Background: an optimization exercise with open tools, aiming at small area, a short achievable clock period and few clock cycles. Do not read the settings as production practice.
The RTL was checked by simulation tests, not by an equivalence proof against the original design.

## flow/design.v (module list and top-level ports; edited modules follow where they fit)
// module l2d_stack_alu: 1327 lines
module l2d_stack_alu (
    input  wire        clk,
    input  wire        rst,           
    input  wire        in_valid,
    output wire        in_ready,
    input  wire [3:0]  in_arg,        
    input  wire [12:0] in_sp,         
    input  wire [31:0] in_a,          
    input  wire [31:0] in_b,          
    output reg         out_valid,
    input  wire        out_ready,
    output reg  [2:0]  out_fault,     
    output reg  [12:0] out_sp,        
    output reg  [1:0]  out_wr,        
    output reg  [31:0] out_top,       
    output reg  [31:0] out_next       
);
  // ...
==> flow/flow/run.sh <==
#!/bin/bash
# The standard layout (standard.sh: the standard flow's synthesis and ORFS flow, unchanged), with one
# difference: buffer_ports buffers every input and output port with buf_2 cells instead of
# the cell it picks by default (clkdlybuf4s50_1, a slow delay buffer).
set -euo pipefail
export BUFFER_PORTS_ARGS="-buffer_cell sky130_fd_sc_hd__buf_2"
bash standard.sh > standard.log 2>&1
==> flow/standard.sh <==
#!/bin/bash
# synth_recipe.tcl (not shown) runs the flow's synth.tcl, then flattens the netlist and writes it again
# the make line also repeats each setting of config.mk as NAME=value (left out here)
make -C /OpenROAD-flow-scripts/flow DESIGN_CONFIG=/design/flow/config.mk WORK_HOME=/design/flow/orfs CLKGATE_MAP_FILE= SYNTH_SCRIPT=/design/flow/synth_recipe.tcl "${@:-finish}"
==> flow/config.mk <==
export PLATFORM = sky130hd
export DESIGN_NAME = l2d_stack_alu
export DESIGN_NICKNAME = l2d_stack_alu
export VERILOG_FILES = /design/flow/design.v
export SDC_FILE = /design/flow/constraint.sdc
export NUM_CORES = 4
export LEC_CHECK = 0
export ABC_AREA = 1
export CAP_MARGIN = 20
export CORE_MARGIN = 2
export CORE_UTILIZATION = 40
export CTS_BUF_LIST = sky130_fd_sc_hd__clkbuf_4 sky130_fd_sc_hd__clkbuf_8
export SETUP_SLACK_MARGIN = 4.0
export SLEW_MARGIN = 20
==> flow/constraint.sdc <==
create_clock -name core_clock -period 10.0 [get_ports {clk}]
set_input_delay 2.0000 -clock core_clock [delete_from_list [all_inputs] [get_ports {clk}]]
set_output_delay 2.0000 -clock core_clock [all_outputs]
set_load 0.01 [all_outputs]
==> run_results.csv, run 1 <==
group,metric,value,unit
global_route,use_met3,8.49,%
setup_path,setup.worst_path.end,"out_top[23]",
finish,stdcell_count,6164,
hold_path,hold_start,"f1[2]",
setup_path,slowest_stage,"edfxtp_1",
setup_path,worstPathArrival,3890,ps
cts,cts_made_buffers,17,
global_route,top_usage_layer,"met2",
synthesis,ys_types,68,
placement,placed_cell_area,36200,µm²
sta,fin_crit_sh,58.9,%
finish,drive_gt1_share,14.7,%
finish,n_all_buffers,425,
synthesis,synth_simple_gate_area_share,17.2,%
setup_path,critical_path_class,"register to output pin",
hold_path,min_to,"f1[2]",
global_route,grt_pass1_vias,33500,
synthesis,yosys.area_share.adder,20.9,%
cts,clock_latency,580,ps
setup_path,crit_chain,"buf_12 > xor2_1 > ha_1 > a21oi_1 > nand2_1 > a21boi_2 > o21ai_2 > nand3_1 > nand2_2 > nand3_2 > nand2_2 > a21oi_4 > o21ai_4 > a21oi_4 > o21ai_2 > a21boi_2 > o21ai_1 > xor2_1 > buf_4",
synthesis,synth_top_area_cell,"edfxtp_1",
synthesis,synthTopCellsByArea,"edfxtp_1, fa_1, xor2_1",
synthesis,synthCells,4779,
global_route,grt_pass1_wl,221000,µm
route,drtPass1Iterations,6,
outcome,status,"no timing/DRC/antenna violations",
setup_path,r2r_cells,19,
run,cap_viol_max_count,0,
sta,rsz0062_at_grt,"yes",
setup_path,path_max_fanout,5,
synthesis,synth_top_family_by_area,"compound AO/OA/AOI/OAI gates",
cts,root_buffer,"clkbuf_8",
cts,tritoncts,"done",
synthesis,synthTopCellsByCount,"nand2_1, inv_1, xor2_1",
finish,fin_util,46.3,%
route,wl_met1,61900,µm
Testbench counts, summed over its fixed seeds: cycles 33,034.
==> run 2, diff against run 1 <==
--- a/flow/design.v
+++ b/flow/design.v
@@ -97,19 +97,18 @@
     wire [5:0]  ldiff  = eb - ea;
     wire        quick  = ldiff[5];              
     wire [3:0]  half   = ldiff[4:1];            
     wire [32:0] dshift = {ua, 1'b0} << {half, 1'b0};
     wire        in_div = (in_arg == OP_DIV) || (in_arg == OP_MOD);
     wire sp_ge1 = (sp0 != 13'd0);
     wire sp_ge2 = (sp0[12:1] != 12'd0);
     wire is_mod = (op0 == OP_MOD);
-    wire [12:0] sp_dec = sp0 - 13'd1;
     reg  [2:0]  d_fault;
-    reg  [12:0] d_sp;
+    reg         d_dec, d_inc;    
     reg  [1:0]  d_wr;
     reg  [31:0] d_x, d_y;
     reg         d_c, d_usey;
     reg         d_div;       
     wire m_w0 = ra[0] ^ 1'b0;
     wire m_w1 = (ra[1] & ~ra[0] & ~1'b0) | (~ra[1] & ra[0] & 1'b0);
     wire m_w2 = ra[1] & ~(ra[0] & 1'b0);
     wire m_w3 = rb[0] ^ m_w2;
@@ -1165,29 +1164,30 @@
     wire m_w1053 = (m_w993 & m_w932) | (m_w993 & m_w992) | (m_w932 & m_w992);
     wire m_w1054 = m_w995 ^ m_w936 ^ m_w994;
     wire m_w1055 = (m_w995 & m_w936) | (m_w995 & m_w994) | (m_w936 & m_w994);
     wire m_w1056 = m_w997 ^ m_w940 ^ m_w996;
     wire [31:0] m_x = {m_w1056, m_w1054, m_w1052, m_w1050, m_w1048, m_w1046, m_w1044, m_w1042, m_w1040, m_w1038, m_w1036, m_w1034, m_w1032, m_w1030, m_w1028, m_w1026, m_w1024, m_w1022, m_w1020, m_w1018, m_w1016, m_w1014, m_w1012, m_w1010, m_w1008, m_w1006, m_w1004, m_w1002, m_w1000, m_w998, m_w36, m_w35};
     wire [31:0] m_y = {m_w1055, m_w1053, m_w1051, m_w1049, m_w1047, m_w1045, m_w1043, m_w1041, m_w1039, m_w1037, m_w1035, m_w1033, m_w1031, m_w1029, m_w1027, m_w1025, m_w1023, m_w1021, m_w1019, m_w1017, m_w1015, m_w1013, m_w1011, m_w1009, m_w1007, m_w1005, m_w1003, m_w1001, m_w999, m_w69, 1'b0, m_w2};
     always @(*) begin
         d_fault = F_NONE;
-        d_sp    = sp0;
+        d_dec   = 1'b0;
+        d_inc   = 1'b0;
         d_wr    = 2'b00;
         d_x     = 32'd0;
         d_y     = ra[31:0];
         d_c     = 1'b0;
         d_usey  = 1'b0;
         d_div   = 1'b0;
         case (op0)
             OP_SUB, OP_ADD, OP_MUL, OP_AND, OP_OR: begin
                 if (!sp_ge2) begin
                     d_fault = F_UNDERFLOW;
                 end else begin
-                    d_sp = sp_dec;
+                    d_dec = 1'b1;
                     d_wr = 2'b01;
                     case (op0)
                         OP_SUB:  begin d_x = rb; d_y = ~ra[31:0]; d_c = 1'b1; d_usey = 1'b1; end
                         OP_ADD:  begin d_x = rb; d_usey = 1'b1; end
                         OP_MUL:  begin d_x = m_x; d_y = m_y; d_usey = 1'b1; end
                         OP_AND:  d_x = rb & ra[31:0];
                         default: d_x = rb | ra[31:0];
                     endcase
@@ -1195,55 +1195,59 @@
             end
             OP_DIV, OP_MOD: begin
                 if (!sp_ge1)
                     d_fault = F_UNDERFLOW;
                 else if (az)
                     d_fault = F_DIVZERO;
                 else if (!sp_ge2)
                     d_fault = F_UNDERFLOW;
-                else
+                else begin
                     d_div = 1'b1;
+                    d_dec = 1'b1;
+                end
             end
             OP_NOT: begin
                 if (!sp_ge1) begin
                     d_fault = F_UNDERFLOW;
                 end else begin
-                    d_wr = 2'b01;
-                    d_x  = ~ra[31:0];
+                    d_wr   = 2'b01;
+                    d_y    = ~ra[31:0];
+                    d_usey = 1'b1;
                 end
             end
             OP_POP: begin
                 if (!sp_ge1)
                     d_fault = F_UNDERFLOW;
                 else
-                    d_sp = sp_dec;
+                    d_dec = 1'b1;
             end
             OP_SWAP: begin
                 if (!sp_ge2) begin
                     d_fault = F_UNDERFLOW;
                 end else begin
                     d_wr = 2'b11;
                     d_x  = rb;
                 end
             end
             OP_DUP: begin
                 if (!sp_ge1) begin
                     d_fault = F_UNDERFLOW;
                 end else if (sp0 == 13'd4096) begin
                     d_fault = F_OOB;
                 end else begin
-                    d_sp   = sp0 + 13'd1;
+                    d_inc  = 1'b1;
                     d_wr   = 2'b01;
                     d_usey = 1'b1;
                 end
             end
             default: d_fault = F_BADINPUT;    
         endcase
     end
+    wire [12:0] d_sp = sp0 + {{12{d_dec}}, d_dec | d_inc};
     wire [33:0] t1  = {2'b00, rb} - {1'b0, ra};
     wire        q1  = !t1[33];
     wire [33:0] t2a = {2'b00, t1[31:0]} - {2'b00, ra[32:1]};    
     wire [33:0] t2b = {2'b00, rb} - {2'b00, ra[32:1]};          
     wire        q2a = !t2a[33];
     wire        q2b = !t2b[33];
     wire        q2  = q1 ? q2a : q2b;
     wire [31:0] r2  = q1 ? (q2a ? t2a[31:0] : t1[31:0]) : (q2b ? t2b[31:0] : rb);
@@ -1290,25 +1294,25 @@
             v1 <= 1'b0;
         end
         if (div_it) begin
             x1 <= (last && is_mod) ? r2 : qn;
             inv1  <= is_mod ? rneg : qneg;
             c1    <= is_mod ? rneg : qneg;
             usey1 <= 1'b0;
             f1    <= F_NONE;
-            sp1   <= sp_dec;
+            sp1   <= d_sp;
             wr1   <= 2'b01;
         end else if (div_qk) begin
             x1    <= is_mod ? rb : 32'd0;
             inv1  <= is_mod & rneg;
             c1    <= is_mod & rneg;
             usey1 <= 1'b0;
             f1    <= F_NONE;
-            sp1   <= sp_dec;
+            sp1   <= d_sp;
             wr1   <= 2'b01;
         end else if (s0_adv) begin
             x1    <= d_x;
             y1    <= d_y;
             c1    <= d_c;
             inv1  <= 1'b0;
             usey1 <= d_usey;
             f1    <= d_fault;
==> flow/config.mk (replaced) <==
export PLATFORM = sky130hd
export DESIGN_NAME = l2d_stack_alu
export DESIGN_NICKNAME = l2d_stack_alu
export VERILOG_FILES = /design/flow/design.v
export SDC_FILE = /design/flow/constraint.sdc
export NUM_CORES = 4
export LEC_CHECK = 0
export ABC_AREA = 1
export CAP_MARGIN = 20
export CORE_MARGIN = 2
export CORE_UTILIZATION = 40
export SETUP_SLACK_MARGIN = 4.0
export SLEW_MARGIN = 20
==> run 2 against run 1 <==
Routed wire length fell by 3.5%; critical path type is now register to register; highest routed layer is now met4; non-clock buffer count down 40; still clean on timing, DRC and antenna; clock skew shrank 6.9 ps; critical endpoint is now y1[30].
==> run_results.csv, run 2 <==
group,metric,value,unit
route,wl_per_cell,25.3,µm
synthesis,synth_simple_gate_area_share,15.7,%
sta,hold_viol,0,
route,initialDrtViolationCount,4438,
synthesis,ys_types,66,
die,num_rows,106,
cts,clock_latency,500,ps
outcome,status,"no timing/DRC/antenna violations",
sta,fin_crit_sh,59.4,%
finish,final_cell_mix,"nand2_1, inv_1, xor2_1",
route,ant_nets,0,
setup_path,worstPathArrival,6100,ps
sta,finalClockSkew,21.5,ps
die,die_h,294,µm
global_route,antenna_found_initial,4,
cts,cts_made_buffers,17,
die,start_util,40.3,%
die,dieArea,86500,µm²
global_route,grt_usage,33.5,%
synthesis,ys_async_sr_fraction,0,%
finish,final_common_cell,"nand2_1",
synthesis,synth_top_area_cell,"edfxtp_1",
cts,root_buffer,"clkbuf_16",
route,vias,35000,
synthesis,syn_nets,5192,
sta,final_max_slew_viol_count,0,
setup_path,path_max_fanout,23,
die,io_pins,169,
finish,syn_to_final_growth,13.4,%
placement,place_hpwl,114000,µm
synthesis,synthCells,4645,
sta,setup_violations,0,
route,drc_errors,0,
cts,path_clk_slew,80,ps
global_route,grt_pass1_vias,32900,
synthesis,synth-edff-count,169,
finish,nFillCells,8614,
synthesis,synth-xor-area-share,13.6,%
sta,timing.fmax,0.168,GHz
global_route,grt-ovfl-total,0,
setup_path,critPathLaunchType,"register",
setup_path,critical_path_class,"register to register",
sta,worstMarginPinSlew,1180,ps
synthesis,synth-compound-area-share,22.3,%
synthesis,ys_ff_latch,178,
placement,port_buffers,168,
run,cap_viol_max_count,0,
finish,fin_util,45.7,%
setup_path,cp.required,10160,ps
sta,setup_tns,0,ps
synthesis,synth_top_family_by_area,"compound AO/OA/AOI/OAI gates",
route,wl,150000,µm
cts,clockBufferDepth,2,
hold_path,min_path_type,"register to register",
setup_path,end_kind,"register",
synthesis,synthFlopType,"edfxtp_1",
synthesis,synth.area.mux_share,0.123,%
sta,post-route-min-period,5940,ps
sta,whs,471,ps
finish,fin_nets,5374,
global_route,grt_pass1_wl,215000,µm
sta,slew_headroom,21.6,%
synthesis,synthTopCellsByArea,"edfxtp_1, fa_1, xor2_1",
synthesis,synth_most_common_cell,"nand2_1",
synthesis,synth-warning-count,1,
synthesis,synthTopCellsByCount,"nand2_1, inv_1, xor2_1",
placement,gp_congestion,1.03,
die,chipWidth,294,µm
sta,rsz0062_at_grt,"yes",
cts,clkSinkCount,178,
synthesis,avgSynthCellArea,7.24,µm²
route,vias_per_cell,5.92,
synthesis,synth_top_area_share,15.1,%
cts,ctsHoldBuffers,0,
synthesis,synth-seq-area-share,15.6,%
die,coreArea,83400,µm²
finish,largest-register,"ra",
synthesis,synth_area,33600,µm²
route,drtPass1Iterations,9,
cts,h-tree-depth,4,
global_route,grt_max_degree,70,
finish,largest_reg_flops,33,
synthesis,yosys.area_share.adder,21.7,%
finish,drive_gt1_share,13.3,%
cts,tritoncts,"done",
[run 2: logic make-up (layout without fill, tap and decap cells)]
logic type	count (synthesis)	after routing
compound gates	1292	1292
xor+xnor	513	513
fa+ha+maj	462	462
buf+inv	937	1130
flops	178	178
mux	4	4
other cells	0	3
simple gates	1259	1261
[run 2: path summary, 6_finish.rpt]
check | startpoint | end | slack (ps) | cells after the start
setup / recovery | ra[10] | y1[30] | 4060 | 19
hold / removal | f1[0] | f1[0] | 470 | 2
setup reg to reg | ra[10] | y1[30] | 4060 | 19
hold reg to reg | f1[0] | f1[0] | 470 | 2
[run 2: what timing repair did]
action | 4_1_cts | 5_1_grt
endpoints found under the setup margin | 116 | 107
gates resized for setup | 89 | 130
pin swaps | 5 | 27
gates cloned | 5 | 9
buffers inserted | 46 | 72
[run 2: area by class of cell]
type | instances | area, µm² | area share [%]
sequential | 178 | 5260 | 13.8
multi-input combinational | 3532 | 25300 | 66.3
antenna | 3 | 7.51 | 0.0197
tap | 1080 | 1350 | 3.54
clock buffer | 17 | 425 | 1.12
timing repair inverter | 7 | 50.0 | 0.131
inverter | 706 | 2760 | 7.23
clock inverter | 15 | 183 | 0.479
timing repair buffer | 385 | 2830 | 7.43
[run 2: stage by stage]
stage,cells,setup slack [ps],area (µm²)
CTS,5839,3960,36900
global route,5920,3870,38100
global placement,5756,2450,35600
detailed placement,5756,2440,35600
floorplan,4645,4060,33600
finish,5923,4060,38100
[run 2: routing by layer]
metal / track usage [%] / wire, µm
met5: 0 / 0
met4: 18.5 / 9590
met3: 7.85 / 17700
met2: 48.6 / 61700
met1: 45.6 / 60600
[run 2: critical path, stage by stage, from the launching register on]
cell and delay [ps]:
edfxtp_1 610, ha_1 290, nor2_2 140, buf_8 280
xor2_1 140, o22ai_1 170, inv_1 80, fa_1 540
inv_1 60, fa_1 530, inv_1 60, fa_1 450
fa_1 490, inv_1 50, fa_1 400, fa_1 490
nand2_2 180, o21ai_0 180, o21ai_0 230, o211ai_1 250
Testbench counts of run 2, summed over its fixed seeds: cycles 33,034.
==> run 3, diff against run 2 <==
--- a/flow/config.mk
+++ b/flow/config.mk
@@ -9,5 +9,5 @@
 export CAP_MARGIN = 20
 export CORE_MARGIN = 2
 export CORE_UTILIZATION = 40
-export SETUP_SLACK_MARGIN = 4.0
+export SETUP_SLACK_MARGIN = 3.8
 export SLEW_MARGIN = 20
==> run 3 against run 2 <==
Flip-flop and latch count did not move; largest cell class unchanged; sequential share of layout area is 0.29 points higher; critical path depth rose by 2; routed wire length is 2.3% lower; fmax decreased by 4.1%; clock skew decreased by 4.9 ps; critical endpoint is now x1[31]; critical path type unchanged; final area fell by 2.1%.
==> run_results.csv, run 3 <==
group,metric,value,unit
outcome,status,"no timing/DRC/antenna violations",
hold_path,min_path_type,"register to register",
synthesis,ys_types,66,
finish,syn_to_final_growth,11.0,%
route,ant_nets,0,
setup_path,r2r_start,"ra[21]",
global_route,grt_pass1_vias,32800,
synthesis,synth-seq-area-share,15.6,%
route,dr_wl_met3,16900,µm
sta,post-route-min-period,6190,ps
sta,hold_viol,0,
route,initialDrtViolationCount,4127,
setup_path,slowest_stage,"clkinvlp_4",
die,num_rows,106,
setup_path,critPathLaunchType,"register",
cts,root_buffer,"clkbuf_16",
synthesis,synth_area,33600,µm²
cts,tritoncts,"done",
placement,port_buffers,168,
synthesis,ys_async_sr_fraction,0,%
synthesis,synthFlopType,"edfxtp_1",
finish,fin_area,37300,µm²
sta,worstMarginPinSlew,1140,ps
setup_path,cp.required,10190,ps
die,die_h,294,µm
cts,clockBufferDepth,2,
global_route,grt_usage,33.1,%
route,wl,146000,µm
cts,h-tree-depth,4,
setup_path,crit_top_cell,"fa_1",
sta,layout_setup_ws,3810,ps
finish,fin_nets,5320,
synthesis,ys_ff_latch,178,
sta,setup_violations,0,
setup_path,r2r_end,"x1[31]",
synthesis,synth_top_area_share,15.1,%
setup_path,r2r_cells,21,
synthesis,syn_nets,5192,
hold_path,min_path_cells,2,
run,cap_viol_max_count,0,
setup_path,slowest_delay,520,ps
route,vias,34700,
route,drtPass1Iterations,6,
synthesis,synthCells,4645,
cts,path_clk_slew,80,ps
finish,drive_gt1_share,11.6,%
setup_path,crit_chain,"buf_4 > clkinvlp_4 > nor2_1 > buf_4 > xor2_1 > o21ai_0 > ha_1 > inv_1 > fa_1 > fa_1 > fa_1 > inv_1 > fa_1 > xnor2_1 > xnor2_1 > xnor2_1 > a21oi_1 > o21ai_1 > nand3_1 > o21ai_2 > nand4_1",
die,dieArea,86500,µm²
finish,largest_reg_flops,33,
finish,final_cell_mix,"nand2_1, inv_1, xor2_1",
placement,dp.cells,5753,
synthesis,synth-edff-count,169,
sta,rsz0062_at_grt,"yes",
synthesis,synthTopCellsByArea,"edfxtp_1, fa_1, xor2_1",
finish,largest-register,"ra",
synthesis,synth_top_area_cell,"edfxtp_1",
placement,place_hpwl,114000,µm
route,vias_per_cell,5.92,
die,io_pins,169,
route,top_layer,"met5",
synthesis,avgSynthCellArea,7.24,µm²
setup_path,path_max_fanout,14,
hold_path,hold_start,"f1[2]",
route,wl_per_cell,24.9,µm
cts,clock_latency,510,ps
die,coreArea,83400,µm²
synthesis,synth_most_common_cell,"nand2_1",
sta,whs,471,ps
placement,gp_congestion,1.02,
route,wl_met2,60900,µm
die,chipWidth,294,µm
route,drc_errors,0,
finish,fin_util,44.8,%
sta,fin_crit_sh,61.9,%
setup_path,critical_path_class,"register to register",
setup_path,reg2reg_slack,3810,ps
die,start_util,40.3,%
placement,place_ws,2290,ps
placement,placed_cell_area,35600,µm²
hold_path,min_to,"f1[2]",
global_route,antenna_found_initial,5,
global_route,grt-ovfl-total,0,
setup_path,worstPathArrival,6380,ps
sta,final_max_slew_viol_count,0,
synthesis,synthTopCellsByCount,"nand2_1, inv_1, xor2_1",
sta,slew_headroom,23.8,%
synthesis,synth-warning-count,1,
cts,cts_made_buffers,17,
sta,timing.fmax,0.161,GHz
setup_path,end_kind,"register",
sta,finalClockSkew,16.5,ps
finish,stdcell_count,5871,
route,wl_met1,59900,µm
cts,clkSinkCount,178,
global_route,grt_max_degree,77,
finish,final_common_cell,"nand2_1",
global_route,grt_pass1_wl,213000,µm
sta,setup_tns,0,ps
## run 3: routing by layer
layer | global-route usage, % | vias to the layer above
li1 | - | 15900
met1 | 45.2 | 16600
met2 | 48.7 | 1954
met3 | 7.79 | 327
met4 | 16.7 | 4
met5 | 0 | -
## run 3: what timing repair did
| item | CTS | global route |
|---|---|---|
| setup endpoints to repair | 117 | 103 |
| buffers inserted | 42 | 30 |
| gates resized for setup | 62 | 107 |
| cloned | 3 | 6 |
| hold buffers | 0 | 0 |
| pin swaps | 4 | 7 |
## run 3: area by class of cell
cell class,instances,area [µm²]
Antenna cell,5,12.5
Clock buffer,18,429
Clock inverter,14,121
Fill cell,8628,46100
Inverter,706,2760
Multi-Input combinational cell,3530,25000
Sequential cell,178,5260
Tap cell,1080,1350
Timing Repair Buffer,335,2370
Timing Repair inverter,5,35.0
## run 3: how the worst max path moves through the flow
| stage | from | to | slack (ps) | cells past startpoint |
|---|---|---|---|---|
| 3_5_place_dp | in_a[31] | ra[25] | 2290 | 25 |
| 3_3_place_gp | in_a[31] | ra[25] | 2340 | 25 |
| 4_1_cts | ra[1] | y1[30] | 3790 | 20 |
| 2_1_floorplan | out_ready | cnt[0] | 3830 | 10 |
| 6_report | ra[21] | x1[31] | 3810 | 21 |
| 5_1_grt | rb[1] | x1[5] | 3750 | 34 |
## run 3: cell families (layout without fill, tap and decap cells)
kind of cell / after synthesis / after routing / synth area share (%)
compound gates: 1292 / 1292 / 22.3
simple gates: 1259 / 1259 / 15.7
buf+inv: 937 / 1078 / 10.9
xor+xnor: 513 / 513 / 13.6
fa+ha+maj: 462 / 462 / 21.7
flops: 178 / 178 / 15.6
mux: 4 / 4 / 0.123
other cells: 0 / 5 / 0
## run 3: critical path: cells and delay by family, from the launching register on
family / cells / cell delay, ps
XOR/XNOR: 4 / 910
buffers and inverters: 5 / 1250
AO/OA/AOI/OAI: 4 / 570
AND/OR/NAND/NOR: 3 / 570
flip-flops: 1 / 330
adder cells (fa/ha/maj): 5 / 2210
==> run 4, diff against run 3 <==
--- a/flow/config.mk
+++ b/flow/config.mk
@@ -9,5 +9,6 @@
 export CAP_MARGIN = 20
 export CORE_MARGIN = 2
 export CORE_UTILIZATION = 40
-export SETUP_SLACK_MARGIN = 3.8
+export CTS_BUF_LIST = sky130_fd_sc_hd__clkbuf_8 sky130_fd_sc_hd__clkbuf_16
+export SETUP_SLACK_MARGIN = 4.0
 export SLEW_MARGIN = 20
==> run 4 against run 3 <==
Global-route usage rose by 0.35 points; critical endpoint is now y1[30]; count of clock-buffer cells in the layout fell by 1; synthesized area did not move; highest routed layer is now met4; routed wire length rose by 2.4%; worst setup slack improved by 250 ps.
==> run_results.csv, run 4 <==
group,metric,value,unit
global_route,grt_use_met1,45.6,%
placement,port_buffers,168,
synthesis,ys_types,66,
global_route,use_met3,7.85,%
route,wl_per_cell,25.3,µm
die,start_util,40.3,%
synthesis,synthCells,4645,
route,vias_per_cell,5.92,
setup_path,r2r_start,"ra[10]",
setup_path,critPathLaunch,"ra[10]",
sta,layout_setup_ws,4060,ps
route,drtPass1Iterations,9,
die,chipWidth,294,µm
cts,clock_latency,500,ps
sta,slew_headroom,21.6,%
cts,ctsHoldBuffers,0,
synthesis,synth_most_common_cell,"nand2_1",
placement,gp_congestion,1.03,
synthesis,synth_area,33600,µm²
setup_path,worstPathArrival,6100,ps
cts,h-tree-depth,4,
synthesis,ys_ff_latch,178,
global_route,use_met2,48.6,%
sta,finalClockSkew,21.5,ps
die,die_h,294,µm
sta,post-route-min-period,5940,ps
placement,place_hpwl,114000,µm
synthesis,ys_async_sr_fraction,0,%
finish,multi_input_area,25300,µm²
synthesis,syn_nets,5192,
route,ant_nets,0,
finish,fin_nets,5374,
global_route,grt-ovfl-total,0,
route,wl,150000,µm
finish,largest_reg_flops,33,
finish,stdcell_count,5923,
placement,dp.cells,5756,
sta,setup_violations,0,
synthesis,synth-seq-area-share,15.6,%
placement,place_ws,2440,ps
setup_path,path_max_fanout,23,
cts,root_buffer,"clkbuf_16",
route,drc_errors,0,
global_route,grt_pass1_wl,215000,µm
global_route,top_usage_layer,"met2",
setup_path,cp.required,10160,ps
outcome,status,"no timing/DRC/antenna violations",
cts,cts_made_buffers,17,
finish,final_cell_mix,"nand2_1, inv_1, xor2_1",
sta,rsz0062_at_grt,"yes",
hold_path,min_path_type,"register to register",
global_route,grt_pass1_vias,32900,
synthesis,synth-edff-count,169,
sta,fin_crit_sh,59.4,%
cts,clkSinkCount,178,
finish,drive_gt1_share,13.3,%
die,io_pins,169,
synthesis,synth-warning-count,1,
setup_path,end_kind,"register",
setup_path,critPathLaunchType,"register",
die,num_rows,106,
sta,worstMarginPinSlew,1180,ps
route,vias,35000,
synthesis,avgSynthCellArea,7.24,µm²
finish,final_common_cell,"nand2_1",
synthesis,synthFlopType,"edfxtp_1",
hold_path,hold_start,"f1[0]",
synthesis,synthTopCellsByCount,"nand2_1, inv_1, xor2_1",
die,dieArea,86500,µm²
finish,largest-register,"ra",
finish,nFillCells,8614,
cts,clockBufferDepth,2,
synthesis,synthTopCellsByArea,"edfxtp_1, fa_1, xor2_1",
cts,path_clk_slew,80,ps
synthesis,synth_top_area_cell,"edfxtp_1",
sta,timing.fmax,0.168,GHz
sta,setup_tns,0,ps
global_route,antenna_found_initial,4,
sta,final_max_slew_viol_count,0,
finish,register_area,5260,µm²
sta,hold_viol,0,
run,cap_viol_max_count,0,
route,initialDrtViolationCount,4438,
cts,tritoncts,"done",
finish,syn_to_final_growth,13.4,%
die,coreArea,83400,µm²
global_route,grt_max_degree,70,
global_route,grt_usage,33.5,%
setup_path,critical_path_class,"register to register",
synthesis,synth_top_area_share,15.1,%
run 4: cell counts after synthesis:
Identical to the previous run, type by type.
run 4: area by class of cell:
type | instances | share of cell area (%)
multi-input cells | 3532 | 66.3
flip-flops and latches | 178 | 13.8
repair buffers | 385 | 7.43
inverters | 706 | 7.23
well taps | 1080 | 3.54
clock buffers | 17 | 1.12
clock inverters | 15 | 0.479
repair inverters | 7 | 0.131
diodes | 3 | 0.0197
run 4: worst max-delay path, stage by stage, from the launching register on:
cell	delay, ps
edfxtp_1	610
ha_1	290
nor2_2	140
buf_8	280
xor2_1	140
o22ai_1	170
inv_1	80
fa_1	540
inv_1	60
fa_1	530
inv_1	60
fa_1	450
fa_1	490
inv_1	50
fa_1	400
fa_1	490
nand2_2	180
o21ai_0	180
o21ai_0	230
o211ai_1	250
run 4: worst paths after layout:
| kind | cells after the start | slack (ps) | to |
|---|---|---|---|
| worst min register to register | 2 | 470 | f1[0] |
| worst min-delay path | 2 | 470 | f1[0] |
| worst max-delay path | 19 | 4060 | y1[30] |
| worst max register to register | 19 | 4060 | y1[30] |
run 4: repair_timing:
action,CTS,global route
pin swaps,5,27
gates resized for setup,89,130
endpoints found under the setup margin,116,107
cloned,5,9
buffers inserted,46,72
run 4: metrics by stage:
step | utilization [%] | instance area (µm²) | hold slack, ps
3_3_place_gp | 42.7 | 35600 | 457
3_5_place_dp | 42.7 | 35600 | 464
2_1_floorplan | - | 33600 | 490
6_report | 45.7 | 38100 | 471
4_1_cts | 44.2 | 36900 | 475
5_1_grt | 45.7 | 38100 | 496
run 4: cell families (layout without fill, tap and decap cells):
| logic type | after synthesis | in the layout | synth area share (%) |
|---|---|---|---|
| adders and majority gates | 462 | 462 | 21.7 |
| muxes | 4 | 4 | 0.123 |
| xor gates and xnor gates | 513 | 513 | 13.6 |
| and+or+nand+nor | 1259 | 1261 | 15.7 |
| buffers and inverters | 937 | 1130 | 10.9 |
| DFF | 178 | 178 | 15.6 |
| AOI/OAI and AO/OA | 1292 | 1292 | 22.3 |
| other | 0 | 3 | 0 |
run 4: per-layer routing:
metal / vias up / part of all wire, %
li1: 16000 / -
met1: 16600 / 41
met2: 2063 / 41
met3: 412 / 12
met4: 0 / 6.4
met5: - / 0

==> re-timing with driven ports <==
The results above use ideal ports. As a check the final layouts listed here were re-extracted and re-timed, cells and wires unchanged.
Step 1 sets driving cells, clkbuf_16 on the clock port and buf_2 on the other inputs (assumed; they add their load-dependent delay and slew).
Step 2 times the ports against the registers' clock, not the clock port: input delays grow and output delays shrink by t, the midpoint of the rising clock arrivals with the driver on.
a / b / c = ideal / step 1 / step 2; a / b = the first two.
run | t (ns) | setup WS [ns] | worst slew at a driven data input, ns
run 1 | 0.631 | 4.110 / 4.046 / 3.579 | 0.14
run 2 | 0.553 | 4.059 / 4.048 / 3.690 | 0.07
run 3 | 0.568 | 3.806 / 3.806 / 3.509 | 0.16
run 4 | 0.553 | 4.059 / 4.048 / 3.690 | 0.07
After both steps every run listed still meets setup and hold. The setup slack of run 1, which loses most, moves by -0.064 ns with the drivers and by -0.531 ns with both steps.
